From an optimization exercise on the open Yosys and OpenROAD flow, aimed at small area and a short achievable clock period; shortcuts taken in it are not production practice. Function was checked by simulation only, so behaviour that the tests miss may differ from the original.

==> run a: inputs <==
## pipe_cpu
module pipe_cpu (
    input  wire        clk,
    input  wire        rst,
    output wire [31:0] imem_addr,
    input  wire [31:0] imem_rdata,
    input  wire        host_rf_we,
    input  wire [4:0]  host_rf_waddr,
    input  wire [31:0] host_rf_wdata,
    output wire        rf_we,
    output wire [4:0]  rf_waddr,
    output wire [31:0] rf_wdata,
    output wire [31:0] dmem_addr,
    output wire        dmem_re,
    output wire        dmem_we,
    output wire [31:0] dmem_wdata,
    input  wire [31:0] dmem_rdata,
    output wire [31:0] pc,
    output wire [31:0] ifid_instr,
    output wire [31:0] idex_instr,
    output wire [31:0] exmem_instr,
    output wire [31:0] memwb_instr
);
==> flow/config.mk <==
export PLATFORM = sky130hd
export DESIGN_NAME = pipe_cpu
export DESIGN_NICKNAME = pipe_cpu
export VERILOG_FILES = /design/flow/design.v
export SDC_FILE = /design/flow/constraint.sdc
export NUM_CORES = 4
export LEC_CHECK = 0
export CAP_MARGIN = 20
export CORE_MARGIN = 2
export CORE_UTILIZATION = 40
export SETUP_SLACK_MARGIN = 4.2
export SLEW_MARGIN = 20
export SYNTH_HIERARCHICAL = 1
==> flow/constraint.sdc <==
create_clock -name core_clock -period 7.0 [get_ports {clk}]
set_input_delay 1.4000 -clock core_clock [delete_from_list [all_inputs] [get_ports {clk}]]
set_output_delay 1.4000 -clock core_clock [all_outputs]
set_load 0.01 [all_outputs]
standard.sh (not shown) runs the stock make flow with config.mk's settings and CLKGATE_MAP_FILE= SYNTH_SCRIPT=/design/flow/synth_recipe.tcl, a recipe that flattens the netlist after the stock synthesis.
==> flow/flow/run.sh <==
#!/bin/bash
# Own layout flow: the standard ORFS flow (standard.sh, unchanged synthesis,
# floorplan, power grid and tap cells), with placement/CTS choices changed:
#  - the port buffers are buf_2 cells instead of the default pick (a 10 um2
#    delay buffer); every input and output port still gets its own buffer;
#  - CTS adds no dummy loads and clusters up to 25 flip-flops per leaf buffer.
set -euo pipefail
cd "$(dirname "$0")/.."
export BUFFER_PORTS_ARGS="-buffer_cell sky130_fd_sc_hd__buf_2"
export CTS_ARGS="-sink_clustering_enable -repair_clock_nets -dont_use_dummy_load -sink_clustering_size 25 -sink_clustering_max_diameter 100"
bash standard.sh > flow_make.log 2>&1
==> run b (differences from run a) <==
--- a/flow/design.v
+++ b/flow/design.v
@@ -43,22 +43,21 @@
     reg        exmem_wnz;             
     reg [4:0]  exmem_rd;              
     reg        memwb_wnz;             
     reg [4:0]  memwb_rd;
     reg [31:0] memwb_val;
-    wire [31:0] host_dec  = {31'd0, host_rf_we} << host_rf_waddr;
-    wire [31:0] wb_dec    = {31'd0, memwb_wnz}  << memwb_rd;
-    wire [31:1] bank_en   = rst ? host_dec[31:1] : wb_dec[31:1];
+    wire        bank_we   = rst ? host_rf_we    : memwb_wnz;
+    wire [4:0]  bank_wa   = rst ? host_rf_waddr : memwb_rd;
     wire [31:0] bank_wd   = rst ? host_rf_wdata : memwb_val;
     wire [32*32-1:0] bank;
     assign bank[31:0] = 32'd0;
     genvar gi;
     generate
         for (gi = 1; gi < 32; gi = gi + 1) begin : row
             reg [31:0] q;
             always @(posedge clk)
-                if (bank_en[gi]) q <= bank_wd;
+                if (bank_we && bank_wa == gi) q <= bank_wd;
             assign bank[gi*32 +: 32] = q;
         end
     endgenerate
     function automatic [32:0] carry32(input [31:0] a, input [31:0] b, input cin);
         reg [32:0] g, p;
@@ -130,21 +129,21 @@
             end
             pipe_cpu_rd31 ua (.s(f_rsDec[31:1]), .d(col), .m({f_mA2[gb], f_mA1[gb], f_mA0[gb]}));
             pipe_cpu_rd31 ub (.s(f_rtDec[31:1]), .d(col), .m({f_mB2[gb], f_mB1[gb], f_mB0[gb]}));
         end
     endgenerate
-    wire        f_nbA = ~(f_mwA | f_wbA);
-    wire        f_nbB = ~(f_mwB | f_wbB);
+    wire        f_bypA = f_mwA | f_wbA;
+    wire        f_bypB = f_mwB | f_wbB;
     wire [31:0] f_xA = ~(({32{f_mwA}} & mem_val) | ({32{f_wbA & ~f_mwA}} & memwb_val));
     wire [31:0] f_xB = ~(({32{f_mwB}} & mem_val) | ({32{f_wbB & ~f_mwB}} & memwb_val));
     wire [31:0] f_a, f_b;
     generate
         for (gb = 0; gb < 32; gb = gb + 1) begin : rdo
             wire oa, ob;
-            pipe_cpu_o31ai ua (.a(f_mA0[gb]), .b(f_mA1[gb]), .c(f_mA2[gb]), .d(f_nbA), .y(oa));
+            pipe_cpu_a31o  ua (.a(f_mA0[gb]), .b(f_mA1[gb]), .c(f_mA2[gb]), .d(f_bypA), .y(oa));
             pipe_cpu_nand2 na (.a(oa), .b(f_xA[gb]), .y(f_a[gb]));
-            pipe_cpu_o31ai ub (.a(f_mB0[gb]), .b(f_mB1[gb]), .c(f_mB2[gb]), .d(f_nbB), .y(ob));
+            pipe_cpu_a31o  ub (.a(f_mB0[gb]), .b(f_mB1[gb]), .c(f_mB2[gb]), .d(f_bypB), .y(ob));
             pipe_cpu_nand2 nb (.a(ob), .b(f_xB[gb]), .y(f_b[gb]));
         end
     endgenerate
     wire [5:0]  id_op = ifid_q[31:26];
     wire [4:0]  id_rs = ifid_q[25:21];
@@ -162,18 +161,18 @@
     wire [31:2] id_bx  = pc_q ^ id_bimm;
     wire [31:2] id_jmp = {id_pc4[31:28], ifid_q[25:0]};
     wire        id_isJ = (id_op == OP_J);
     wire        id_isB = (id_op == OP_BEQ);
     wire [31:2] id_seq = id_isJ ? id_jmp : id_pc4;
-    wire        id_take = id_isB && id_equal && !rst;
+    wire        id_take = id_isB && id_equal;
     wire [31:2] id_npc;
     genvar gp;
     generate
         for (gp = 2; gp < 32; gp = gp + 1) begin : npc
             wire br, r0, r1, sq;
-            assign r0 = id_bx[gp];
-            assign r1 = ~id_bx[gp];
+            assign r0 = ~rst & id_bx[gp];
+            assign r1 = ~rst & ~id_bx[gp];
             assign sq = ~rst & id_seq[gp];
             pipe_cpu_mux2 ub (.s(id_bc[gp-2]), .a0(r0), .a1(r1), .y(br));
             pipe_cpu_mux2 un (.s(id_take), .a0(sq), .a1(br), .y(id_npc[gp]));
         end
     endgenerate
@@ -281,25 +280,25 @@
             pipe_cpu_aoi222 u (.a1(s[3*g+1]), .b1(d[3*g+1]), .a2(s[3*g+2]), .b2(d[3*g+2]),
                                .a3(s[3*g+3]), .b3(d[3*g+3]), .y(n[g]));
         end
     endgenerate
     assign n[10] = ~(s[31] & d[31]);
-    pipe_cpu_nand4 u0 (.a(n[3:0]),  .y(m[0]));
-    pipe_cpu_nand4 u1 (.a(n[7:4]),  .y(m[1]));
-    pipe_cpu_nand3 u2 (.a(n[10:8]), .y(m[2]));
+    pipe_cpu_and4 u0 (.a(n[3:0]),  .y(m[0]));
+    pipe_cpu_and4 u1 (.a(n[7:4]),  .y(m[1]));
+    pipe_cpu_and3 u2 (.a(n[10:8]), .y(m[2]));
 endmodule
-module pipe_cpu_nand3 (
+module pipe_cpu_and3 (
     input  wire [2:0] a,
     output wire       y
 );
-    assign y = ~(&a);
+    assign y = &a;
 endmodule
-module pipe_cpu_nand4 (
+module pipe_cpu_and4 (
     input  wire [3:0] a,
     output wire       y
 );
-    assign y = ~(&a);
+    assign y = &a;
 endmodule
 module pipe_cpu_aoi222 (
     input  wire a1, b1, a2, b2, a3, b3,
     output wire y
 );
@@ -399,8 +398,8 @@
     assign y = s ? a1 : a0;
 endmodule
 module pipe_cpu_eq32 (input wire [31:0] a, input wire [31:0] b, output wire y);
     assign y = (a == b);
 endmodule
-module pipe_cpu_o31ai (input wire a, b, c, d, output wire y);
-    assign y = ~((a | b | c) & d);
+module pipe_cpu_a31o (input wire a, b, c, d, output wire y);
+    assign y = (a & b & c) | d;
 endmodule
==> run c (differences from run a) <==
--- a/flow/design.v
+++ b/flow/design.v
@@ -43,22 +43,21 @@
     reg        exmem_wnz;             
     reg [4:0]  exmem_rd;              
     reg        memwb_wnz;             
     reg [4:0]  memwb_rd;
     reg [31:0] memwb_val;
-    wire [31:0] host_dec  = {31'd0, host_rf_we} << host_rf_waddr;
-    wire [31:0] wb_dec    = {31'd0, memwb_wnz}  << memwb_rd;
-    wire [31:1] bank_en   = rst ? host_dec[31:1] : wb_dec[31:1];
+    wire        bank_we   = rst ? host_rf_we    : memwb_wnz;
+    wire [4:0]  bank_wa   = rst ? host_rf_waddr : memwb_rd;
     wire [31:0] bank_wd   = rst ? host_rf_wdata : memwb_val;
     wire [32*32-1:0] bank;
     assign bank[31:0] = 32'd0;
     genvar gi;
     generate
         for (gi = 1; gi < 32; gi = gi + 1) begin : row
             reg [31:0] q;
             always @(posedge clk)
-                if (bank_en[gi]) q <= bank_wd;
+                if (bank_we && bank_wa == gi) q <= bank_wd;
             assign bank[gi*32 +: 32] = q;
         end
     endgenerate
     function automatic [32:0] carry32(input [31:0] a, input [31:0] b, input cin);
         reg [32:0] g, p;
@@ -118,36 +117,24 @@
     wire f_mwB = exmem_wnz && exmem_rd == f_rt;
     wire f_wbA = memwb_wnz && memwb_rd == f_rs;
     wire f_wbB = memwb_wnz && memwb_rd == f_rt;
     wire [31:0] f_rsDec = 32'd1 << f_rs;
     wire [31:0] f_rtDec = 32'd1 << f_rt;
-    wire [31:0] f_mA0, f_mA1, f_mA2, f_mB0, f_mB1, f_mB2;
+    wire [31:0] f_rdA, f_rdB;
     genvar gb, gr;
     generate
         for (gb = 0; gb < 32; gb = gb + 1) begin : rd
             wire [31:1] col;
             for (gr = 1; gr < 32; gr = gr + 1) begin : c
                 assign col[gr] = bank[gr*32 + gb];
             end
-            pipe_cpu_rd31 ua (.s(f_rsDec[31:1]), .d(col), .m({f_mA2[gb], f_mA1[gb], f_mA0[gb]}));
-            pipe_cpu_rd31 ub (.s(f_rtDec[31:1]), .d(col), .m({f_mB2[gb], f_mB1[gb], f_mB0[gb]}));
-        end
-    endgenerate
-    wire        f_nbA = ~(f_mwA | f_wbA);
-    wire        f_nbB = ~(f_mwB | f_wbB);
-    wire [31:0] f_xA = ~(({32{f_mwA}} & mem_val) | ({32{f_wbA & ~f_mwA}} & memwb_val));
-    wire [31:0] f_xB = ~(({32{f_mwB}} & mem_val) | ({32{f_wbB & ~f_mwB}} & memwb_val));
-    wire [31:0] f_a, f_b;
-    generate
-        for (gb = 0; gb < 32; gb = gb + 1) begin : rdo
-            wire oa, ob;
-            pipe_cpu_o31ai ua (.a(f_mA0[gb]), .b(f_mA1[gb]), .c(f_mA2[gb]), .d(f_nbA), .y(oa));
-            pipe_cpu_nand2 na (.a(oa), .b(f_xA[gb]), .y(f_a[gb]));
-            pipe_cpu_o31ai ub (.a(f_mB0[gb]), .b(f_mB1[gb]), .c(f_mB2[gb]), .d(f_nbB), .y(ob));
-            pipe_cpu_nand2 nb (.a(ob), .b(f_xB[gb]), .y(f_b[gb]));
+            pipe_cpu_rd31 ua (.s(f_rsDec[31:1]), .d(col), .y(f_rdA[gb]));
+            pipe_cpu_rd31 ub (.s(f_rtDec[31:1]), .d(col), .y(f_rdB[gb]));
         end
     endgenerate
+    wire [31:0] f_a = f_mwA ? mem_val : f_wbA ? memwb_val : f_rdA;
+    wire [31:0] f_b = f_mwB ? mem_val : f_wbB ? memwb_val : f_rdB;
     wire [5:0]  id_op = ifid_q[31:26];
     wire [4:0]  id_rs = ifid_q[25:21];
     wire [4:0]  id_rt = ifid_q[20:16];
     wire [5:0]  id_fn = ifid_q[5:0];
     wire id_eqRR, id_eqXR, id_eqRX;
@@ -162,18 +149,18 @@
     wire [31:2] id_bx  = pc_q ^ id_bimm;
     wire [31:2] id_jmp = {id_pc4[31:28], ifid_q[25:0]};
     wire        id_isJ = (id_op == OP_J);
     wire        id_isB = (id_op == OP_BEQ);
     wire [31:2] id_seq = id_isJ ? id_jmp : id_pc4;
-    wire        id_take = id_isB && id_equal && !rst;
+    wire        id_take = id_isB && id_equal;
     wire [31:2] id_npc;
     genvar gp;
     generate
         for (gp = 2; gp < 32; gp = gp + 1) begin : npc
             wire br, r0, r1, sq;
-            assign r0 = id_bx[gp];
-            assign r1 = ~id_bx[gp];
+            assign r0 = ~rst & id_bx[gp];
+            assign r1 = ~rst & ~id_bx[gp];
             assign sq = ~rst & id_seq[gp];
             pipe_cpu_mux2 ub (.s(id_bc[gp-2]), .a0(r0), .a1(r1), .y(br));
             pipe_cpu_mux2 un (.s(id_take), .a0(sq), .a1(br), .y(id_npc[gp]));
         end
     endgenerate
@@ -270,36 +257,38 @@
     end
 endmodule
 module pipe_cpu_rd31 (
     input  wire [31:1] s,
     input  wire [31:1] d,
-    output wire [2:0]  m       
+    output wire        y
 );
     wire [10:0] n;
     genvar g;
     generate
         for (g = 0; g < 10; g = g + 1) begin : grp
             pipe_cpu_aoi222 u (.a1(s[3*g+1]), .b1(d[3*g+1]), .a2(s[3*g+2]), .b2(d[3*g+2]),
                                .a3(s[3*g+3]), .b3(d[3*g+3]), .y(n[g]));
         end
     endgenerate
     assign n[10] = ~(s[31] & d[31]);
-    pipe_cpu_nand4 u0 (.a(n[3:0]),  .y(m[0]));
-    pipe_cpu_nand4 u1 (.a(n[7:4]),  .y(m[1]));
-    pipe_cpu_nand3 u2 (.a(n[10:8]), .y(m[2]));
+    wire [2:0] m;
+    pipe_cpu_and4 u0 (.a(n[3:0]),  .y(m[0]));
+    pipe_cpu_and4 u1 (.a(n[7:4]),  .y(m[1]));
+    pipe_cpu_and3 u2 (.a(n[10:8]), .y(m[2]));
+    assign y = ~(&m);
 endmodule
-module pipe_cpu_nand3 (
+module pipe_cpu_and3 (
     input  wire [2:0] a,
     output wire       y
 );
-    assign y = ~(&a);
+    assign y = &a;
 endmodule
-module pipe_cpu_nand4 (
+module pipe_cpu_and4 (
     input  wire [3:0] a,
     output wire       y
 );
-    assign y = ~(&a);
+    assign y = &a;
 endmodule
 module pipe_cpu_aoi222 (
     input  wire a1, b1, a2, b2, a3, b3,
     output wire y
 );
@@ -399,8 +388,5 @@
     assign y = s ? a1 : a0;
 endmodule
 module pipe_cpu_eq32 (input wire [31:0] a, input wire [31:0] b, output wire y);
     assign y = (a == b);
 endmodule
-module pipe_cpu_o31ai (input wire a, b, c, d, output wire y);
-    assign y = ~((a | b | c) & d);
-endmodule
==> flow/flow/run.sh (replaced) <==
#!/bin/bash
# Own layout flow: the standard ORFS flow (standard.sh, unchanged synthesis,
# floorplan, power grid and tap cells), with two placement/CTS choices changed:
#  - the port buffers are buf_2 cells instead of the default pick (a 10 um2
#    delay buffer); every input and output port still gets its own buffer;
#  - CTS does not add dummy loads to the clock tree.
set -euo pipefail
cd "$(dirname "$0")/.."
export BUFFER_PORTS_ARGS="-buffer_cell sky130_fd_sc_hd__buf_2"
export CTS_ARGS="-sink_clustering_enable -repair_clock_nets -dont_use_dummy_load"
bash standard.sh > flow_make.log 2>&1
==> flow_summary.toml <==
[run_status]
outcome = "timing/DRC/antenna clean"

[finish]
final_cells = 7843
multi_input_area_share_pct = 32.8
areaGrowthSynthToFinish_pct = 20.9
drive_above_1_share_pct = 29.0
multi_input_cells = 3245

[global_routing]
antenna_found_initial = 17

[yosys]
syn_avg_cell_area_um2 = 12.5

[critical_path]
crit_path_top_delay_cell = "mux2i_1"

[hold_path]
whs_endpoint = "memwb_rd[4]"
min_from = "exmem_rd[4]"

[timing]
skew_ns = 0.0852

[drt]
wl_met1_mm = 93.0

[clock_tree]
cts_setup_buffers = 219
the above is filed under run c

==> flow_summary.toml <==
[drt]
wl_met1_mm = 95.4

[clock_tree]
cts_setup_buffers = 136

[finish]
multi_input_cells = 3047
drive_above_1_share_pct = 27.7
areaGrowthSynthToFinish_pct = 17.1
final_cells = 7513
multi_input_area_share_pct = 33.2

[yosys]
syn_avg_cell_area_um2 = 12.8

[critical_path]
crit_path_top_delay_cell = "o31ai_4"

[run_status]
outcome = "timing/DRC/antenna clean"
the above is filed under run a

==> flow_summary.toml <==
[finish]
drive_above_1_share_pct = 26.6
areaGrowthSynthToFinish_pct = 16.9
multi_input_cells = 3109
multi_input_area_share_pct = 33.7

[drt]
wl_met1_mm = 94.3

[run_status]
outcome = "timing/DRC/antenna clean"

[power]
intPower_mw = 12.1

[yosys]
syn_avg_cell_area_um2 = 12.8

[clock_tree]
clk_path_buf_depth = 3
cts_setup_buffers = 154

[critical_path]
crit_path_top_delay_cell = "a222oi_1"

[timing]
skew_ns = 0.0938
the above is filed under run b

afterwards: timing with drivers on the ports:
The flow's constraints put no driver on any port. The routed layouts listed below were extracted and timed again, unchanged, in two steps.
Step 1 sets driving cells, clkbuf_16 on the clock port and buf_2 on the other inputs (assumed; they add their load-dependent delay and slew).
Step 2 adds t to the input delays and takes it off the output delays; t is the mean of the earliest and latest rising clock arrival at the registers after step 1. Input paths then give back, and output paths get back, about the clock's delay inside the block.
Slacks: no drivers / after step 1 / after step 2; pairs: no drivers / after step 1.
run	t, ns	slack for setup (ns)	worst register clock-pin slew, ns
run a	0.784	4.097 / 3.956 / 3.172	0.11 / 0.11
run b	0.754	4.085 / 4.050 / 3.296	0.11 / 0.11
run c	0.835	4.097 / 4.071 / 3.236	0.06 / 0.06
After both steps setup and hold are still met in every run listed. The setup slack of run a, which loses most, moves by -0.141 ns with the drivers and by -0.925 ns with both steps.
